This is an optimization exercise on Yosys and OpenROAD, whose aim is small area, a short achievable clock period and few clock cycles, not a production implementation. Only simulation tests tie the RTL to the original design; equivalence was not proved. No activity file was given, so power comes from the tool's default toggle rates.

JK:
// pl_ramp
module pl_ramp (
    input             clk,
    input             rst,
    input             seg_valid,
    output            seg_ready,
    input      [63:0] seg_value,
    input      [63:0] seg_slope,
    input      [15:0] seg_len,
    output            out_valid,
    input             out_ready,
    output     [63:0] out_data
);
Size: about 5900 cells after synthesis.
==> flow/config.mk <==
export PLATFORM = sky130hd
export DESIGN_NAME = pl_ramp
export DESIGN_NICKNAME = pl_ramp
export VERILOG_FILES = /design/flow/design.v
export SDC_FILE = /design/flow/constraint.sdc
export NUM_CORES = 4
export LEC_CHECK = 0
export CAP_MARGIN = 20
export CORE_MARGIN = 2
export CORE_UTILIZATION = 25
export SLEW_MARGIN = 20
==> flow/constraint.sdc <==
create_clock -name core_clock -period 55.0 [get_ports {clk}]
set_input_delay 11.0000 -clock core_clock [delete_from_list [all_inputs] [get_ports {clk}]]
set_output_delay 11.0000 -clock core_clock [all_outputs]
set_load 0.01 [all_outputs]
run.sh (not shown) runs the stock make flow with config.mk's settings and CLKGATE_MAP_FILE= SYNTH_SCRIPT=/design/flow/synth_recipe.tcl, a recipe that flattens the netlist after the stock synthesis.
Testbench counts of JK, summed over its fixed seeds: cycles 127,448.
## Diff of input files: MS against JK
--- a/flow/design.v
+++ b/flow/design.v
@@ -60,19 +60,20 @@
     input         b_inf,
     input         a_big,       
     input  [5:0]  ds,          
     output [56:0] sum,
     output [10:0] x_big,
     output        s_big,
     output        r_nan,       
     output        r_inf,       
     output        r_sign,
-    output        sub          
+    output        sub,         
+    output reg [5:0] lz        
 );
     wire        sa = a[63];
     wire        sb = b[63];
     wire [10:0] ea = a[62:52];
     wire [51:0] fa = a[51:0];
     wire a_nan = (&ea) && (|fa);
     wire a_inf = (&ea) && !(|fa);
     wire [62:0] big = a_big ? a[62:0] : b[62:0];
     wire [62:0] sml = a_big ? b[62:0] : a[62:0];
@@ -86,52 +87,52 @@
     wire [55:0] sml_sh = {mS, 3'b000} >> ds;
     reg  [52:0] st_mask;
     integer j;
     always @* begin
         for (j = 0; j < 53; j = j + 1)
             st_mask[j] = (j + 3 < ds);
     end
     wire        sml_st = |(mS & st_mask);
     wire [55:0] sml_al = {sml_sh[55:1], sml_sh[0] | sml_st};
-    assign sum = sub ? ({1'b0, mB, 3'b000} - {1'b0, sml_al})
-                     : ({1'b0, mB, 3'b000} + {1'b0, sml_al});
+    wire [57:0] sum_c = {1'b0, mB, 3'b000, 1'b1}
+                      + {sub, sml_al ^ {56{sub}}, sub};
+    assign sum = sum_c[57:1];
+    reg  [55:0] lim;
+    always @* begin
+        for (j = 0; j < 56; j = j + 1)
+            lim[j] = ({5'd0, xB} == 16'd56 - j);
+    end
+    wire [55:0] lz_in = sum[55:0] | lim;
+    always @* begin
+        lz = 6'd0;
+        for (j = 0; j < 56; j = j + 1)
+            if (lz_in[j]) lz = 6'd55 - j;
+    end
     assign x_big  = xB;
     assign s_big  = a_big ? sa : sb;
     assign r_nan  = a_nan || b_nan || (a_inf && b_inf && sub);
     assign r_inf  = a_inf || b_inf;
     assign r_sign = a_inf ? sa : sb;
 endmodule
 module f64_add_norm (
     input  [56:0] sum,
     input  [10:0] x_big,
     input         s_big,
     input         r_nan,
     input         r_inf,
     input         r_sign,
     input         sub,
+    input  [5:0]  lz,
     output [63:0] result
 );
-    integer j;
     wire        carry = sum[56];
-    reg  [55:0] lim;
-    always @* begin
-        for (j = 0; j < 56; j = j + 1)
-            lim[j] = ({5'd0, x_big} == 16'd56 - j);
-    end
-    wire [55:0] lz_in = sum[55:0] | lim;
-    reg  [5:0]  lz;
-    always @* begin
-        lz = 6'd0;
-        for (j = 0; j < 56; j = j + 1)
-            if (lz_in[j]) lz = 6'd55 - j;
-    end
     wire [55:0] y   = carry ? {sum[56:2], sum[1] | sum[0]} : (sum[55:0] << lz);
-    wire [11:0] ex  = carry ? {1'b0, x_big} + 12'd1 : {1'b0, x_big} - {6'd0, lz};
+    wire [11:0] ex  = {1'b0, x_big} + (carry ? 12'd0 : {6'h3F, ~lz}) + 12'd1;
     wire [52:0] mant = y[55:3];
     wire        up   = y[2] && (y[1] || y[0] || y[3]);
     wire [53:0] mr   = {1'b0, mant} + {53'd0, up};
     wire [11:0] ex2  = ex + {11'd0, mr[53]};
     wire        norm = mr[53] || mr[52];
     wire        ovf  = ex2 >= 12'd2047;
     wire        sign = s_big && !(sub && sum == 57'd0);
     assign result = r_nan  ? 64'h7FF8000000000000 :
                     r_inf  ? {r_sign, 11'h7FF, 52'd0} :
@@ -163,18 +164,19 @@
     reg        p_nan;
     reg        p_inf;
     reg        a_big;      
     reg [5:0]  ds;         
     reg        v2;
     reg [56:0] sum2;
     reg [10:0] xb2;
     reg        sb2;
     reg        nan2, inf2, sgn2, sub2;
+    reg [5:0]  lz2;
     reg        ov;
     reg        ov_q;       
     reg        rdy_q;      
     reg [63:0] od;
     reg        sv;
     reg [63:0] sd;
     wire [68:0] pn_next;
     wire [68:0] sg_next;
     wire [11:0] pexp_next;
@@ -200,42 +202,45 @@
     f64_add_order u_order (
         .a    (value[62:0]),
         .b    (prod_next[62:0]),
         .a_big(a_big_n),
         .shift(ds_n)
     );
     wire [56:0] sum_a;
     wire [10:0] xb_a;
     wire        sb_a, nan_a, inf_a, sgn_a, sub_a;
+    wire [5:0]  lz_a;
     f64_add_align u_align (
         .a     (value),
         .b     ({sx, prod}),
         .b_nan (p_nan),
         .b_inf (p_inf),
         .a_big (a_big),
         .ds    (ds),
         .sum   (sum_a),
         .x_big (xb_a),
         .s_big (sb_a),
         .r_nan (nan_a),
         .r_inf (inf_a),
         .r_sign(sgn_a),
-        .sub   (sub_a)
+        .sub   (sub_a),
+        .lz    (lz_a)
     );
     wire [63:0] res;
     f64_add_norm u_norm (
         .sum   (sum2),
         .x_big (xb2),
         .s_big (sb2),
         .r_nan (nan2),
         .r_inf (inf2),
         .r_sign(sgn2),
         .sub   (sub2),
+        .lz    (lz2),
         .result(res)
     );
     wire adv   = !sv;
     wire issue = busy && adv;
     wire take  = !busy || (last && !sv);    
     wire       s_exp_max = &seg_slope[62:52];
     wire       s_hid     = |seg_slope[62:52];
     wire out_free = !ov || out_ready;
     wire busy_n   = rst  ? 1'b0 :
@@ -279,18 +284,19 @@
         ov_q  <= ov_n;
         if (adv) begin
             sum2  <= sum_a;
             xb2   <= xb_a;
             sb2   <= sb_a;
             nan2  <= nan_a;
             inf2  <= inf_a;
             sgn2  <= sgn_a;
             sub2  <= sub_a;
+            lz2   <= lz_a;
         end
         if (rst)
             v2 <= 1'b0;
         else if (adv)
             v2 <= issue;
         if (out_free)
             od <= sv ? sd : res;
         if (!sv)
             sd <= res;
Results
Post-place instance area, MS vs JK: down by more than 10%. MS ends up with lower via count of the first global-routing pass than JK does. Re register bit count reported by yosys: JK and MS aren't equal, and the higher value belongs to MS. [MS vs JK] total number of nets in the final design: lower in MS. Area of the mapped netlist: MS vs JK down 12%. Between MS and JK, it is MS whose non-filler instance count after layout is lower, by 1228.
Testbench counts of MS, summed over its fixed seeds: cycles 127,448.

---

== main ==
Another version of the RTL of pl_ramp (not shown whole).
For scale: ~5900 cells after synthesis, ~520 flip-flops, roughly 210 I/O pins.
==> module pl_ramp, before the edit <==
module pl_ramp (
    input             clk,
    input             rst,
    input             seg_valid,
    output            seg_ready,
    input      [63:0] seg_value,
    input      [63:0] seg_slope,
    input      [15:0] seg_len,
    output            out_valid,
    input             out_ready,
    output     [63:0] out_data
);
    reg        busy;
    reg        last;       
    reg [15:0] cnt;        
    reg [63:0] value;
    reg        sx;
    reg        x_nan;      
    reg [68:0] pn;         
    reg [68:0] sg;
    reg [11:0] pexp;
    reg        ones;       
    reg [62:0] prod;       
    reg        p_nan;
    reg        p_inf;
    reg        a_big;      
    reg [5:0]  ds;         
    reg        v2;
    reg [56:0] sum2;
    reg [10:0] xb2;
    reg        sb2;
    reg        nan2, inf2, sgn2, sub2;
    reg [5:0]  lz2;
    reg        ov;
    reg        ov_q;       
    reg        rdy_q;      
    reg [63:0] od;
    reg        sv;
    reg [63:0] sd;
    wire [68:0] pn_next;
    wire [68:0] sg_next;
    wire [11:0] pexp_next;
    wire        ones_next;
    f64_mul_nat u_acc (
        .pn       (pn),
        .sg       (sg),
        .pexp     (pexp),
        .pn_next  (pn_next),
        .sg_next  (sg_next),
        .pexp_next(pexp_next),
        .ones_next(ones_next)
    );
    wire [63:0] prod_next;
    wire        prod_big;
    wire [62:0] prod_trunc;
    wire        prod_up;
    wire [11:0] prod_exp;
    f64_round u_round (
        .sign  (sx),
        .pn    (pn),
        .pexp  (pexp),
        .ones  (ones),
        .result(prod_next),
        .is_inf(prod_big),
        .trunc (prod_trunc),
        .up    (prod_up),
        .e_round(prod_exp)
    );
    wire       a_big_n;
    wire [5:0] ds_n;
    f64_add_order u_order (
        .a      (value[62:0]),
        .b_trunc(prod_trunc),
        .b_up   (prod_up),
        .b_exp  (prod_exp[10:0]),
        .a_big(a_big_n),
        .shift(ds_n)
    );
    wire [56:0] sum_a;
    wire [10:0] xb_a;
    wire        sb_a, nan_a, inf_a, sgn_a, sub_a;
    wire [5:0]  lz_a;
    f64_add_align u_align (
        .a     (value),
        .b     ({sx, prod}),
        .b_nan (p_nan),
        .b_inf (p_inf),
        .a_big (a_big),
        .ds    (ds),
        .sum   (sum_a),
        .x_big (xb_a),
        .s_big (sb_a),
        .r_nan (nan_a),
        .r_inf (inf_a),
        .r_sign(sgn_a),
        .sub   (sub_a),
        .lz    (lz_a)
    );
    wire [63:0] res;
    f64_add_norm u_norm (
        .sum   (sum2),
        .x_big (xb2),
        .s_big (sb2),
        .r_nan (nan2),
        .r_inf (inf2),
        .r_sign(sgn2),
        .sub   (sub2),
        .lz    (lz2),
        .result(res)
    );
    wire adv   = !sv;
    wire issue = busy && adv;
    wire take  = !busy || (last && !sv);    
    wire       s_exp_max = &seg_slope[62:52];
    wire       s_hid     = |seg_slope[62:52];
    wire out_free = !ov || out_ready;
    wire busy_n   = rst  ? 1'b0 :
                    take ? seg_valid && (seg_len != 16'd0) :
                           busy && !(issue && last);
    wire last_n   = take  ? seg_len == 16'd1 :
                    issue ? cnt == 16'd2 :
                            last;
    wire sv_n     = !rst && !out_free && (sv || v2);
    wire ov_n     = !rst && (out_free ? sv || v2 : 1'b1);
    always @(posedge clk) begin
        if (take) begin
            cnt   <= seg_len;
            value <= seg_value;
            sx    <= seg_slope[63];
            x_nan <= s_exp_max && (|seg_slope[51:0]);
            pn    <= {s_hid, seg_slope[51:0], 16'd0};
            sg    <= {s_hid, seg_slope[51:0], 16'd0};
            pexp  <= {1'b0, seg_slope[62:53], seg_slope[52] | !s_hid};
            ones  <= &seg_slope[51:0];
            prod  <= 63'd0;
            p_nan <= s_exp_max;
            p_inf <= 1'b0;
            a_big <= 1'b1;
            ds    <= 6'd0;
        end else if (issue) begin
            cnt   <= cnt - 16'd1;
            pn    <= pn_next;
            sg    <= sg_next;
            pexp  <= pexp_next;
            ones  <= ones_next;
            prod  <= prod_next[62:0];
            p_nan <= x_nan;
            p_inf <= prod_big && !x_nan;
            a_big <= a_big_n;
            ds    <= ds_n;
        end
        busy <= busy_n;
        last <= last_n;
        sv   <= sv_n;
        ov   <= ov_n;
        rdy_q <= !busy_n || (last_n && !sv_n);
        ov_q  <= ov_n;
        if (adv) begin
            sum2  <= sum_a;
            xb2   <= xb_a;
            sb2   <= sb_a;
            nan2  <= nan_a;
            inf2  <= inf_a;
            sgn2  <= sgn_a;
            sub2  <= sub_a;
            lz2   <= lz_a;
        end
        if (rst)
            v2 <= 1'b0;
        else if (adv)
            v2 <= issue;
        if (out_free)
            od <= sv ? sd : res;
        if (!sv)
            sd <= res;
    end
    assign seg_ready = rdy_q;
    assign out_valid = ov_q;
    assign out_data  = od;
endmodule
export LEC_CHECK = 0
export ABC_AREA = 1
export CAP_MARGIN = 20
export CORE_MARGIN = 2
export CORE_UTILIZATION = 50
export CTS_CLUSTER_DIAMETER = 150
export CTS_CLUSTER_SIZE = 20
export SLEW_MARGIN = 20
create_clock -name core_clock -period 55.0 [get_ports {clk}]
standard.sh (not shown) runs the stock make flow with config.mk's settings and CLKGATE_MAP_FILE= SYNTH_SCRIPT=/design/flow/synth_recipe.tcl, a recipe that flattens the netlist after the stock synthesis.
==> flow/flow/run.sh <==
#!/bin/bash
# Layout flow: the standard layout, with the port buffers that placement
# inserts on every input and output made buf_2 cells (the standard flow
# picks a clkdlybuf4s50_1 delay cell). Everything else is the standard flow.
set -e
export BUFFER_PORTS_ARGS="-buffer_cell sky130_fd_sc_hd__buf_2"
bash standard.sh > standard.log 2>&1
Testbench counts of main, summed over its fixed seeds: cycles 127,448.
Setup changes, main to the feature branch
diff --git a/flow/design.v b/flow/design.v
--- a/flow/design.v
+++ b/flow/design.v
@@ -183,12 +183,10 @@
     reg [5:0]  lz2;
     reg        ov;
     reg        ov_q;       
     reg        rdy_q;      
     reg [63:0] od;
-    reg        sv;
-    reg [63:0] sd;
     wire [68:0] pn_next;
     wire [68:0] sg_next;
     wire [11:0] pexp_next;
     wire        ones_next;
     f64_mul_nat u_acc (
@@ -256,24 +254,19 @@
         .r_sign(sgn2),
         .sub   (sub2),
         .lz    (lz2),
         .result(res)
     );
-    wire adv   = !sv;
-    wire issue = busy && adv;
-    wire take  = !busy || (last && !sv);    
+    wire out_free = !ov || out_ready;
+    wire issue    = busy && out_free;
+    wire take     = !busy;    
     wire       s_exp_max = &seg_slope[62:52];
     wire       s_hid     = |seg_slope[62:52];
-    wire out_free = !ov || out_ready;
     wire busy_n   = rst  ? 1'b0 :
                     take ? seg_valid && (seg_len != 16'd0) :
                            busy && !(issue && last);
-    wire last_n   = take  ? seg_len == 16'd1 :
-                    issue ? cnt == 16'd2 :
-                            last;
-    wire sv_n     = !rst && !out_free && (sv || v2);
-    wire ov_n     = !rst && (out_free ? sv || v2 : 1'b1);
+    wire ov_n     = !rst && (out_free ? v2 : 1'b1);
     always @(posedge clk) begin
         if (take) begin
             cnt   <= seg_len;
             value <= seg_value;
             sx    <= seg_slope[63];
@@ -297,17 +290,19 @@
             p_nan <= x_nan;
             p_inf <= prod_big && !x_nan;
             a_big <= a_big_n;
             ds    <= ds_n;
         end
+        if (take)
+            last <= seg_len == 16'd1;
+        else if (issue)
+            last <= cnt == 16'd2;
         busy <= busy_n;
-        last <= last_n;
-        sv   <= sv_n;
         ov   <= ov_n;
-        rdy_q <= !busy_n || (last_n && !sv_n);
+        rdy_q <= !busy_n;
         ov_q  <= ov_n;
-        if (adv) begin
+        if (out_free) begin
             sum2  <= sum_a;
             xb2   <= xb_a;
             sb2   <= sb_a;
             nan2  <= nan_a;
             inf2  <= inf_a;
@@ -315,16 +310,14 @@
             sub2  <= sub_a;
             lz2   <= lz_a;
         end
         if (rst)
             v2 <= 1'b0;
-        else if (adv)
+        else if (out_free)
             v2 <= issue;
         if (out_free)
-            od <= sv ? sd : res;
-        if (!sv)
-            sd <= res;
+            od <= res;
     end
     assign seg_ready = rdy_q;
     assign out_valid = ov_q;
     assign out_data  = od;
 endmodule
--- outcome ---
- The feature branch reached the end of the flow, and the finished layout is clean on the timing, design-rule and antenna checks.
- main ended up with sky130_fd_sc_hd__edfxtp_1 as its worst-path cell with the longest stage delay; the feature branch ended up with sky130_fd_sc_hd__nor2_2.
- Compared with main, the feature branch shows a fraction of power consumed by the clock network that is 1.7 points lower.
- In the metrics for main and the feature branch, the one carrying the lower portion of the post-synthesis area used by sequential elements is the feature branch.
- Core util | the feature branch vs main | the feature branch lower
- The feature branch vs main, combinational cell fraction of total power went up by 5.6 points.
- The feature branch vs. main: non-clock buffer count went down by 10.
- Measured slew at the worst slew-check pin for the feature branch: 0.077 ns up relative to main
- | total design power | the feature branch vs main | 0.029 mW higher |
- Sequential share of layout area (the feature branch over main): decrease, 1.5 points
Testbench counts of the feature branch, summed over its fixed seeds: cycles 130,640.

static timing again, ports no longer ideal:
How much do the figures lean on ideal ports? The routed layouts below were timed once more, with nothing changed but the port constraints.
Step 1 (the two cells are an assumption about what drives the block):
set clk [get_ports {clk}]
set_driving_cell -lib_cell sky130_fd_sc_hd__clkbuf_16 $clk
set_driving_cell -lib_cell sky130_fd_sc_hd__buf_2 [delete_from_list [all_inputs] $clk]
Step 2 adds t to the input delays and takes it off the output delays; t is the mean of the earliest and latest rising clock arrival at the registers after step 1. Input paths then give back, and output paths get back, about the clock's delay inside the block.
Slacks: ideal ports / drivers / drivers and shift; pairs: ideal ports / drivers.
run	t (ns)	setup slack, ns	worst setup path after step 2	worst slew at a driven data input, ns	pins driven straight from the clock port
JK	0.764	42.190 / 42.107 / 42.067	input to register	0.09	1
MS	0.736	42.359 / 42.286 / 42.095	input to register	0.09	1
main	0.707	42.836 / 42.765 / 42.528	input to register	0.10	1
the feature branch	0.685	41.382 / 41.429 / 40.743	input to register	0.05	1
After both steps setup and hold are still met in every run listed. For the feature branch, which loses most, drivers alone change the setup slack by +0.047 ns; drivers and shift together by -0.639 ns.
